From an optimization exercise on the open Yosys and OpenROAD flow, aimed at small area, a short achievable clock period and few clock cycles; shortcuts taken in it are not production practice.
Only simulation tests tie the RTL to the original design; equivalence was not proved.
Power is estimated from default activity; no workload was simulated.

--- flow/design.v ---
module kspc_link (
    input  wire        clk,
    input  wire        reset,         
    input  wire        cmd_valid,
    output wire        cmd_ready,
    input  wire [23:0] cmd_word,
    output wire        rsp_valid,
    output wire [15:0] rsp_word,
    input  wire        rx_avail,
    input  wire [7:0]  rx_data,
    output wire        rx_pop,
    output wire        tx_valid,
    output wire [7:0]  tx_data,
    input  wire        tx_ready,
    input  wire [31:0] now,
    output wire        connected
);
    localparam [7:0]  SYNC0         = 8'hBE;
    localparam [7:0]  SYNC1         = 8'hEF;
    localparam [7:0]  HANDSHAKE_LEN = 8'd4;
    localparam [7:0]  TELEMETRY_LEN = 8'd64;
    localparam [7:0]  CONTROL_TAG   = 8'h65;
    localparam [7:0]  CONTROL_LEN   = 8'd16;
    localparam [7:0]  HS_M1         = 8'd3;
    localparam [7:0]  HS_M2         = 8'd1;
    localparam [7:0]  HS_M3         = 8'd4;
    localparam [31:0] IDLE_TIMEOUT  = 32'd2000;
    localparam integer TLEN = 64;
    localparam integer CLEN = 16;
    localparam [2:0] SEEK0   = 3'd0;
    localparam [2:0] SEEK1   = 3'd1;
    localparam [2:0] LEN     = 3'd2;
    localparam [2:0] TAG     = 3'd3;
    localparam [2:0] PAYLOAD = 3'd4;
    localparam [2:0] CSUM    = 3'd5;
    localparam [7:0] OP_NOP   = 8'h00;
    localparam [7:0] OP_POLL  = 8'h01;
    localparam [7:0] OP_SENDC = 8'h02;
    localparam [7:0] OP_SENDH = 8'h03;
    localparam [7:0] OP_RST   = 8'h0F;
    localparam [7:0] OP_RDS   = 8'h10;
    localparam [7:0] OP_RDH   = 8'h11;
    localparam [7:0] OP_RDT   = 8'h12;
    localparam [7:0] OP_RDC   = 8'h13;
    localparam [7:0] OP_WRC   = 8'h20;
    localparam [7:0] ST_OK       = 8'h00;
    localparam [7:0] ST_NODATA   = 8'h10;
    localparam [7:0] ST_INCOMPL  = 8'h11;
    localparam [7:0] ST_ACCEPTED = 8'h12;
    localparam [7:0] ST_REJECTED = 8'h13;
    localparam [7:0] ST_ERROR    = 8'hE0;
    localparam [7:0] ERR_OPCODE  = 8'h01;
    localparam [7:0] ERR_OPERAND = 8'h02;
    localparam [7:0] ERR_RANGE   = 8'h03;
    localparam [7:0] ERR_RO      = 8'h04;
    localparam [7:0] REJ_LENGTH  = 8'h01;
    localparam [7:0] REJ_CSUM    = 8'h02;
    reg                 rdy_q;            
    reg                 pop_q;            
    reg                 txv_q;            
    reg                 rst_q;            
    reg                 rspv_q;
    reg  [15:0]         rsp_q;
    reg  [2:0]          rx_phase;
    reg  [7:0]          rx_len;
    reg  [7:0]          rx_idx;
    reg  [7:0]          rx_csum;
    reg                 scr_tag;          
    reg  [7:0]          scr [1:63];       
    reg  [7:0]          tel [1:63];       
    reg                 tel_v;            
    reg  [7:0]          hsr [1:3];        
    reg                 hsr_v;            
    reg  [7:0]          ctl [1:15];       
    reg                 conn;
    reg  [31:0]         last_ok;
    reg                 popped;           
    reg                 tx_ctl;           
    reg                 tx_ack;           
    reg  [4:0]          tx_pos;           
    reg  [7:0]          tx_q;
    reg  [7:0]          tx_acc;           
    assign cmd_ready = rdy_q;
    assign rx_pop    = pop_q;
    assign tx_valid  = txv_q;
    assign tx_data   = tx_q;
    assign rsp_valid = rspv_q;
    assign rsp_word  = rsp_q;
    assign connected = conn;
    wire do_reset = reset || rst_q;
    wire [7:0] op = cmd_word[23:16];
    wire [7:0] ca = cmd_word[15:8];
    wire [7:0] cd = cmd_word[7:0];
    wire accept = cmd_valid && rdy_q;
    wire is_nop   = (op == OP_NOP);
    wire is_poll  = (op == OP_POLL);
    wire is_sendc = (op == OP_SENDC);
    wire is_sendh = (op == OP_SENDH);
    wire is_rst   = (op == OP_RST);
    wire is_rds   = (op == OP_RDS);
    wire is_rdh   = (op == OP_RDH);
    wire is_rdt   = (op == OP_RDT);
    wire is_rdc   = (op == OP_RDC);
    wire is_wrc   = (op == OP_WRC);
    wire op_action = is_nop || is_poll || is_sendc || is_sendh || is_rst;
    wire op_read   = is_rds || is_rdh || is_rdt || is_rdc;
    wire a_zero = (ca == 8'd0);
    wire d_zero = (cd == 8'd0);
    wire lt4    = (ca[7:2] == 6'd0);
    wire lt16   = (ca[7:4] == 4'd0);
    wire lt18   = (ca[7:5] == 3'd0) && (!ca[4] || ca[3:1] == 3'd0);
    wire lt64   = (ca[7:6] == 2'd0);
    wire in_rng = (is_rds && lt18) || (is_rdh && lt4) || (is_rdt && lt64) ||
                  ((is_rdc || is_wrc) && lt16);
    reg [7:0] cmd_err;    
    always @(*) begin
        if (!(op_action || op_read || is_wrc))
            cmd_err = ERR_OPCODE;
        else if ((op_action && !(a_zero && d_zero)) || (op_read && !d_zero))
            cmd_err = ERR_OPERAND;
        else if (!op_action && !in_rng)
            cmd_err = ERR_RANGE;
        else if (is_wrc && a_zero)
            cmd_err = ERR_RO;
        else
            cmd_err = 8'd0;
    end
    wire cmd_ok = accept && (cmd_err == 8'd0);
    reg [7:0] csr_rd;
    always @(*) begin
        case (ca[4:0])
            5'd0:    csr_rd = {4'd0, rx_phase, conn};
            5'd1:    csr_rd = rx_len;
            5'd2:    csr_rd = rx_idx;
            5'd3:    csr_rd = rx_csum;
            5'd4:    csr_rd = last_ok[7:0];
            5'd5:    csr_rd = last_ok[15:8];
            5'd6:    csr_rd = last_ok[23:16];
            5'd7:    csr_rd = last_ok[31:24];
            5'd8:    csr_rd = TELEMETRY_LEN;
            5'd9:    csr_rd = CONTROL_LEN;
            5'd10:   csr_rd = CONTROL_TAG;
            5'd11:   csr_rd = HS_M1;
            5'd12:   csr_rd = HS_M2;
            5'd13:   csr_rd = HS_M3;
            5'd14:   csr_rd = IDLE_TIMEOUT[7:0];
            5'd15:   csr_rd = IDLE_TIMEOUT[15:8];
            5'd16:   csr_rd = IDLE_TIMEOUT[23:16];
            5'd17:   csr_rd = IDLE_TIMEOUT[31:24];
            default: csr_rd = 8'd0;
        endcase
    end
    reg        rd_q;          
    reg        rd_t;          
    reg  [5:0] ra_q;          
    wire [3:0] ctl_i  = txv_q ? (tx_pos[3:0] - 4'd2) : ra_q[3:0];
    wire [7:0] ctl_rd = (ctl_i == 4'd0) ? CONTROL_TAG : ctl[ctl_i];
    wire [7:0] tel_rd = (ra_q == 6'd0) ? 8'h01 :
                        (tel_v ? tel[ra_q] : 8'h00);
    wire [7:0] late_rd = rd_t ? tel_rd : ctl_rd;
    wire [7:0] hsr_rd = (ca[1:0] == 2'd0 || !hsr_v) ? 8'h00 : hsr[ca[1:0]];
    wire [7:0] rd_data = op[0] ? hsr_rd : csr_rd;    
    wire [7:0] b    = rx_data;
    wire       take = pop_q && rx_avail;
    wire len_match = ((b == 8'h00) && (rx_len == HANDSHAKE_LEN)) ||
                     ((b == 8'h01) && (rx_len == TELEMETRY_LEN));
    wire csum_ok   = (b == rx_csum);
    wire pay_last  = (rx_idx + 8'd1 == rx_len);
    wire in_tag  = (rx_phase == TAG);
    wire in_pay  = (rx_phase == PAYLOAD);
    wire in_csum = (rx_phase == CSUM);
    wire rx_done = in_csum || (in_tag && !len_match);    
    wire rx_acc  = in_csum && csum_ok;
    wire commit_t = take && rx_acc &&  scr_tag;
    wire commit_h = take && rx_acc && !scr_tag;
    reg  [31:0] lo_end;
    reg         lo_wrap;
    wire        ge_lo = (now >= last_ok);
    wire        le_hi = (now <= lo_end);
    reg         expired;
    always @(posedge clk)
        expired <= lo_wrap ? !(ge_lo || le_hi) : !(ge_lo && le_hi);
    wire [32:0] now_end = {1'b0, now} + {1'b0, IDLE_TIMEOUT};
    wire tx_last = tx_ctl ? (tx_pos == 5'd19) : (tx_pos == 5'd7);
    wire tx_fire = txv_q && tx_ready;
    reg [7:0] tx_nxt;
    always @(*) begin
        if (tx_ctl) begin
            case (tx_pos)
                5'd0:    tx_nxt = SYNC1;
                5'd1:    tx_nxt = CONTROL_LEN;
                5'd2:    tx_nxt = CONTROL_TAG;
                5'd18:   tx_nxt = tx_acc ^ tx_q;
                default: tx_nxt = ctl_rd;
            endcase
        end else begin
            case (tx_pos[2:0])
                3'd0:    tx_nxt = SYNC1;
                3'd1:    tx_nxt = HANDSHAKE_LEN;
                3'd2:    tx_nxt = 8'h00;
                3'd3:    tx_nxt = HS_M1;
                3'd4:    tx_nxt = HS_M2;
                3'd5:    tx_nxt = HS_M3;
                default: tx_nxt = 8'h02;    
            endcase
        end
    end
    wire poll_end = pop_q && (!rx_avail || rx_done);    
    wire hs_reply = take && rx_acc && !scr_tag;          
    wire [15:0] idle_rsp = (cmd_err != 8'd0)    ? {ST_ERROR, cmd_err} :
                           (is_rds || is_rdh)   ? {ST_OK, rd_data}    :
                                                  {ST_OK, 8'h00};
    wire [15:0] poll_rsp = !rx_avail ? (popped ? {ST_INCOMPL, 8'h00}
                                               : {ST_NODATA, 8'h00}) :
                           !in_csum  ? {ST_REJECTED, REJ_LENGTH} :
                           csum_ok   ? {ST_ACCEPTED, 7'd0, scr_tag} :
                                       {ST_REJECTED, REJ_CSUM};
    wire [15:0] tx_rsp   = tx_ack ? {ST_ACCEPTED, 8'h00} : {ST_OK, 8'h00};
    always @(posedge clk) begin
        if (do_reset)   rsp_q <= {ST_OK, 8'h00};
        else if (rdy_q) rsp_q <= idle_rsp;
        else if (rd_q)  rsp_q <= {ST_OK, late_rd};
        else if (pop_q) rsp_q <= poll_rsp;
        else            rsp_q <= tx_rsp;
    end
    wire multi = is_poll || is_sendc || is_sendh || is_rst || is_rdt || is_rdc;
    always @(posedge clk) begin
        if (do_reset) begin
            rdy_q    <= 1'b1;
            pop_q    <= 1'b0;
            txv_q    <= 1'b0;
            rst_q    <= 1'b0;
            rspv_q   <= !reset;
            rx_phase <= SEEK0;
            rx_len   <= 8'd0;
            rx_idx   <= 8'd0;
            rx_csum  <= 8'd0;
            conn     <= 1'b0;
            last_ok  <= 32'd0;
            lo_end   <= IDLE_TIMEOUT;
            lo_wrap  <= 1'b0;
            rd_q     <= 1'b0;
            tx_pos   <= 5'd0;
            tx_q     <= SYNC0;
            tx_acc   <= 8'd0;
        end else begin
            rspv_q <= 1'b0;
            if (accept) begin
                if (cmd_err != 8'd0 || !multi) begin
                    rspv_q <= 1'b1;
                end else begin
                    rdy_q  <= 1'b0;
                    pop_q  <= is_poll;
                    txv_q  <= is_sendc || is_sendh;
                    rst_q  <= is_rst;
                    rd_q   <= is_rdt || is_rdc;
                    rd_t   <= is_rdt;
                    ra_q   <= ca[5:0];
                    tx_ctl <= is_sendc;
                    tx_ack <= 1'b0;
                    popped <= 1'b0;
                end
            end
            if (rd_q) begin
                rd_q   <= 1'b0;
                rdy_q  <= 1'b1;
                rspv_q <= 1'b1;
            end
            if (take) begin
                popped <= 1'b1;
                case (rx_phase)
                    SEEK0: begin
                        if (b == SYNC0) rx_phase <= SEEK1;
                    end
                    SEEK1: begin
                        if (b == SYNC1)      rx_phase <= LEN;
                        else if (b != SYNC0) rx_phase <= SEEK0;
                    end
                    LEN: begin
                        rx_len   <= b;
                        rx_phase <= TAG;
                    end
                    TAG: begin
                        if (len_match) begin
                            rx_idx   <= 8'd1;
                            rx_csum  <= rx_len ^ b;
                            rx_phase <= PAYLOAD;
                        end
                    end
                    PAYLOAD: begin
                        rx_csum <= rx_csum ^ b;
                        rx_idx  <= rx_idx + 8'd1;
                        if (pay_last) rx_phase <= CSUM;
                    end
                    default: ;
                endcase
                if (rx_done) begin
                    rx_phase <= SEEK0;
                    rx_len   <= 8'd0;
                    rx_idx   <= 8'd0;
                    rx_csum  <= 8'd0;
                end
            end
            if (poll_end) begin
                pop_q <= 1'b0;
                if (take && rx_acc) begin
                    conn    <= 1'b1;
                    begin last_ok <= now; lo_end <= now_end[31:0]; lo_wrap <= now_end[32]; end
                end else if (expired) begin
                    conn    <= 1'b0;
                    begin last_ok <= now; lo_end <= now_end[31:0]; lo_wrap <= now_end[32]; end
                end
                if (hs_reply) begin
                    txv_q  <= 1'b1;
                    tx_ctl <= 1'b0;
                    tx_ack <= 1'b1;
                end else begin
                    rdy_q  <= 1'b1;
                    rspv_q <= 1'b1;
                end
            end
            if (tx_fire) begin
                if (tx_last) begin
                    txv_q  <= 1'b0;
                    rdy_q  <= 1'b1;
                    rspv_q <= 1'b1;
                    tx_pos <= 5'd0;
                    tx_q   <= SYNC0;
                    tx_acc <= 8'd0;
                end else begin
                    tx_pos <= tx_pos + 5'd1;
                    tx_q   <= tx_nxt;
                    if (tx_pos >= 5'd2)
                        tx_acc <= tx_acc ^ tx_q;
                end
            end
        end
    end
    integer i;
    always @(posedge clk) begin
        if (take && in_tag)
            scr_tag <= b[0];
        if (take && in_pay) begin
            scr[1] <= b;
            for (i = 2; i < 64; i = i + 1)
                scr[i] <= scr[i-1];
        end
    end
    always @(posedge clk) begin
        if (commit_t) begin
            tel_v <= 1'b1;
            for (i = 1; i < 64; i = i + 1)
                tel[i] <= scr[64-i];
        end
        if (do_reset) tel_v <= 1'b0;
    end
    always @(posedge clk) begin
        if (commit_h) begin
            hsr_v <= 1'b1;
            for (i = 1; i < 4; i = i + 1)
                hsr[i] <= scr[4-i];
        end
        if (do_reset) hsr_v <= 1'b0;
    end
    wire       wr_ok = accept && is_wrc;
    wire [7:0] ctl_d = cd & {8{!do_reset}};
    always @(posedge clk) begin
        for (i = 1; i < 16; i = i + 1)
            if (do_reset || (wr_ok && ca == i))
                ctl[i] <= ctl_d;
    end
endmodule
--- flow/flow/run.sh ---
#!/bin/bash
# Standard ORFS layout (the standard.sh, standard synthesis unchanged),
# with timing repair aimed below the design's period: repair_timing works on
# the worst endpoints until their slack reaches SETUP_SLACK_MARGIN.
set -euo pipefail
export SETUP_SLACK_MARGIN=7
export TNS_END_PERCENT=0
bash standard.sh finish > make_finish.log 2>&1
--- flow/standard.sh ---
#!/bin/bash
# synth_recipe.tcl (not shown) runs the flow's synth.tcl, then flattens the netlist and writes it again
# the make line also repeats each setting of config.mk as NAME=value (left out here)
make -C /OpenROAD-flow-scripts/flow DESIGN_CONFIG=/design/flow/config.mk WORK_HOME=/design/flow/orfs CLKGATE_MAP_FILE= SYNTH_SCRIPT=/design/flow/synth_recipe.tcl "${@:-finish}"
--- flow/config.mk ---
export PLATFORM = sky130hd
export DESIGN_NAME = kspc_link
export DESIGN_NICKNAME = kspc_link
export VERILOG_FILES = /design/flow/design.v
export SDC_FILE = /design/flow/constraint.sdc
export NUM_CORES = 4
export LEC_CHECK = 0
export CAP_MARGIN = 20
export CORE_MARGIN = 2
export CORE_UTILIZATION = 40
export SLEW_MARGIN = 20
export TNS_END_PERCENT = 0
--- flow/constraint.sdc ---
create_clock -name core_clock -period 10.0 [get_ports {clk}]
set_input_delay 2.0000 -clock core_clock [delete_from_list [all_inputs] [get_ports {clk}]]
set_output_delay 2.0000 -clock core_clock [all_outputs]
set_load 0.01 [all_outputs]
==> impl_metrics.csv <==
group,metric,value,unit
synth,synthArstFlopShare,0,
grt,track_usage,0.2308,
grt,grtUsageMet2,0.3498,
clock_tree,clock_latency_of_the_later_clocked_register_in_the_worst_skew_pair,740,ps
layout,final_nets,3504,
synth,yosys-mux-area-fraction,0.003216,
critical_path,critPathLaunch,"cmd_word[12]",
grt,global_route.overflow_total,0,
power,fin_total_pwr,10930,uW
route,drt_wl_total,144400,um
synth,sequential_cell_area_fraction_in_the_yosys_report,0.7783,
floorplan,row_count,127,
power,power_switching,2244,uW
grt,antenna_violations_before_repair,9,
synth,ys_top_cells_by_area,"sky130_fd_sc_hd__edfxtp_1, sky130_fd_sc_hd__dfxtp_1, sky130_fd_sc_hd__a22oi_1, sky130_fd_sc_hd__ha_1, sky130_fd_sc_hd__nand2_1",
grt,global_route.usage.met3,0.05547,
synth,ys_seq_elements,1294,
power,internal_power,8690,uW
clock_tree,cts_buffers,130,
timing,holdWs,419.1,ps
timing,grt_setup_unrepaired,"true",
clock_tree,cts_max_path_buffers,3,
timing,final_report_hold_violation_count,0,
route,drt_pre_antenna_iters,6,
grt,grt_max_degree,84,
clock_tree,numClockSinks,1294,
synth,synth_compound_gate_area_share,0.09622,
timing,final_max_slew_viol_count,0,
synth,mappedNetlistArea,48240,um^2
synth,yosysUniqueCellTypes,77,
synth,synth_cells,3054,
power,p_leak,0.01798,uW
floorplan,design.die.area,123400,um^2
power,combinational_power_share,0.018,
route,ant_nets,0,
grt,global_route_wire_length_before_repair,203200,um
synth,synthDominantCellAreaShare,0.7239,
placed_design,hpwlAfterDp,89180,um
timing,finalCritPeriodShare,0.3540,
clock_tree,cts_tree,"built",
power,proportion_of_total_power_due_to_net_switching,0.2052,
route,routed_len_inst,28.38,um
clock_tree,clk_root_buffer_cell,"sky130_fd_sc_hd__clkbuf_16",
clock_tree,cts-hold-fix-buffers,0,
placed_design,gpl.final_weighted_congestion,0.9002,
power,clock_power_share,0.445,
layout,multi_input_comb_area,10660,um^2
critical_path,worst-setup-path-type,"input pin to flip-flop",
placed_design,buffer_ports.inserted,95,
power,vdd.ir_drop.worst,0.0001624,V
layout,layout.filler_cells,10207,
floorplan,die_width,351.3,um
min_path,hold_path.startpoint,"scr[63][4]",
synth,synth_area_per_cell,15.80,um^2
route,vias,29897,
layout,area_growth,19.77,%
layout,layout-drive-gt1-share,0.1627,
grt,layer_with_the_highest_usage_after_global_routing,"met2",
critical_path,crit-reg2reg-launch,"tx_pos[2]",
route,remaining_drc_errors,0,
flow_run,timing.max_cap.violations,0,
timing,timing.clock.skew,35.90,ps
critical_path,worst-endpoint-arrival,4120,ps
timing,setup-tns-final,0,ps
grt,via_count_of_the_first_global_routing_pass,28375,
synth,synth_ff_type,"sky130_fd_sc_hd__edfxtp_1",
power,power_dens_cells,189.2,nW/um^2
critical_path,setup.worst_path.start_class,"input pin",
floorplan,starting_density_of_the_core,0.4026,
synth,synth_area_leader_cell,"sky130_fd_sc_hd__edfxtp_1",
synth,synth-edff-count,1163,
route,post_drt_via_cell_ratio,5.876,
critical_path,r2r_slack,6510,ps
synth,synthAdderAreaFrac,0.01810,
floorplan,dieHeight,351.3,um
synth,synth_top_family_by_area,"compound AO/OA/AOI/OAI gates",
grt,global_route.usage.met1,0.3193,
timing,timing.max_slew.rel_slack,0.2732,
route,drt_iter0_markers,4500,
timing,fin_crit,3540,ps
critical_path,crit_path_max_fanout,16,
timing,max_freq,0.2825,GHz
floorplan,io_pins,98,
clock_tree,clk_pin_slew,60,ps
critical_path,regToRegEndpoint,"rsp_q[0]",
power,power.share.sequential,0.537,
critical_path,worst-r2r-cell-count,9,
min_path,worst_hold_path.num_cells,0,
synth,synth_xor_area_frac,0.01017,
floorplan,design.core.area,119800,um^2
min_path,hold_path.class,"flip-flop to flip-flop",
timing,timing_worst_slew_pin_value,1090,ps
min_path,timing.hold.worst_endpoint,"tel[1][4]",
critical_path,cp_data_required_time,10580,ps
status,run_status,"finished clean",
clock_tree,cts_htree_levels,4,
synth,post_synth_and_or_nand_nor_area_fraction,0.07864,
synth,synth-warning-count,29,
timing,finalSetupViolations,0,
critical_path,worstSetupEndpointType,"flip-flop",
layout,register_area,37570,um^2
metrics by stage:
stage | area [um^2] | util | std cells | setup slack (ps)
3_3_place_gp | 51820 | 0.4325 | 4766 | 3752
4_1_cts | 57740 | 0.4820 | 5084 | 6564
2_1_floorplan | 48300 | - | 3055 | -314.6
3_5_place_dp | 51830 | 0.4326 | 4766 | 3739
5_1_grt | 57770 | 0.4821 | 5084 | 6365
6_report | 57780 | 0.4822 | 5088 | 6460
cells by family (layout without fill, tap and decap cells):
group / after synthesis / after routing
adder cells (fa/ha/maj): 70 / 70
XOR/XNOR: 56 / 56
AO/OA/AOI/OAI: 672 / 672
buffers and inverters: 189 / 602
other: 1 / 6
AND/OR/NAND/NOR: 757 / 761
flip-flops: 1294 / 1294
multiplexers: 15 / 15
how the worst max path moves through the flow:
| stage | end | slack (ps) |
|---|---|---|
| CTS | pop_q | 6560 |
| finish | tx_ctl | 6460 |
| global route | tx_ctl | 6360 |
| floorplan | scr[10][0] | -310 |
| detailed placement | tel[34][5] | 3740 |
| global placement | tel[41][5] | 3750 |
flip-flops by register name, indices dropped and copies added (netlist names), 3 cells and up:
register,flops
tx_acc,8
rx_csum,8
scr,504
tx_q,8
rx_idx,8
last_ok,28
hsr,24
ra_q,6
lo_end,32
rx_len,8
rx_phase,3
rsp_q,12
tx_pos,5
ctl,120
tel,504
layer usage:
metal  vias to the layer above  share of wire
li1                      12757              -
met1                     15018           0.40
met2                      1791           0.45
met3                       329           0.11
met4                         2          0.041
met5                         -        0.00018
placed cells by master (no fill, tap or decap), drive strengths merged, types with 9 or more instances in the layout:
cell / instances
edfxtp: 1163
a22oi: 277
nand2: 205
nor2: 190
buf: 182
clkbuf: 159
dfxtp: 131
a21oi: 125
inv: 100
nand3: 84
o21ai: 84
nand4: 76
ha: 69
clkinv: 57
dlygate4sd2: 44
nor3: 43
xnor2: 29
xor2: 27
clkdlybuf4s15: 26
a211oi: 25
nor4: 24
a222oi: 20
o22ai: 20
o211ai: 19
and2: 19
nand3b: 15
nand2b: 14
and3: 12
mux2i: 11
or4: 11
bufinv: 11
clkdlybuf4s50: 11
a31oi: 11
nor2b: 11
bufbuf: 9
a21o: 9
a221oi: 9
timing repair:
action                                  in CTS  in global routing
pin swaps                                   34                  1
gates cloned                                21                  0
resized for setup                          353                  4
endpoints found under the setup margin    1441               1436
buffers inserted                            59                  0
synth_stat cells (42+ instances only):
library cell,count
sky130_fd_sc_hd__edfxtp_1,1163
sky130_fd_sc_hd__a22oi_1,277
sky130_fd_sc_hd__nand2_1,205
sky130_fd_sc_hd__nor2_1,190
sky130_fd_sc_hd__dfxtp_1,131
sky130_fd_sc_hd__a21oi_1,125
sky130_fd_sc_hd__inv_1,92
sky130_fd_sc_hd__nand3_1,83
sky130_fd_sc_hd__o21ai_0,82
sky130_fd_sc_hd__clkbuf_1,77
sky130_fd_sc_hd__nand4_1,76
sky130_fd_sc_hd__ha_1,69
sky130_fd_sc_hd__nor3_1,42
area by class of cell:
| cell class | count | area share |
|---|---|---|
| well taps | 1612 | 0.03491 |
| clock buffers | 159 | 0.05945 |
| flip-flops and latches | 1294 | 0.6503 |
| diodes | 4 | 0.0001732 |
| inverters | 92 | 0.006172 |
| clock inverters | 79 | 0.01416 |
| repair buffers | 272 | 0.05026 |
| multi-input cells | 1576 | 0.1846 |
power groups by stage:
stage	Clock, uW	Combinational [uW]	Sequential, uW
2_1_floorplan	0	88.0	5980
3_3_place_gp	0	178	5980
3_5_place_dp	0	179	5990
4_1_cts	4940	194	5870
5_1_grt	5160	214	5870
6_report	4870	198	5870
critical path, stage by stage:
cell                        delay, ps
sky130_fd_sc_hd__buf_2            430
sky130_fd_sc_hd__nor3_4            90
sky130_fd_sc_hd__buf_4            180
sky130_fd_sc_hd__and3_1           220
sky130_fd_sc_hd__a2111oi_4        330
sky130_fd_sc_hd__nand3_2          170
sky130_fd_sc_hd__buf_4            180
sky130_fd_sc_hd__or3_1            330
sky130_fd_sc_hd__a21oi_1          170
Testbench counts, summed over its fixed seeds: cycles 350,585.

## port drivers added, routing unchanged
The flow's constraints put no driver on any port. The routed layout listed below was extracted and timed again, unchanged, in two steps. Step 1 (the two cells are an assumption about what drives the block):
set clk [get_ports {clk}]
set_driving_cell -lib_cell sky130_fd_sc_hd__clkbuf_16 $clk
set_driving_cell -lib_cell sky130_fd_sc_hd__buf_2 [delete_from_list [all_inputs] $clk]
Step 2 moves the port delays by t, midway between the first and last clock arrival at a register: inputs arrive t later, outputs are due t later. That takes back most of the time a late clock gives input paths. a / b / c = ideal / step 1 / step 2; a / b = the first two.
shift t [ns]: 0.790
setup WS [ns]: 6.460 / 6.451 / 5.661
worst hold slack (ns): 0.419 / 0.419 / 0.419
After both steps setup and hold are still met in this run. For this run, drivers alone change the setup slack by -0.009 ns; drivers and shift together by -0.799 ns.
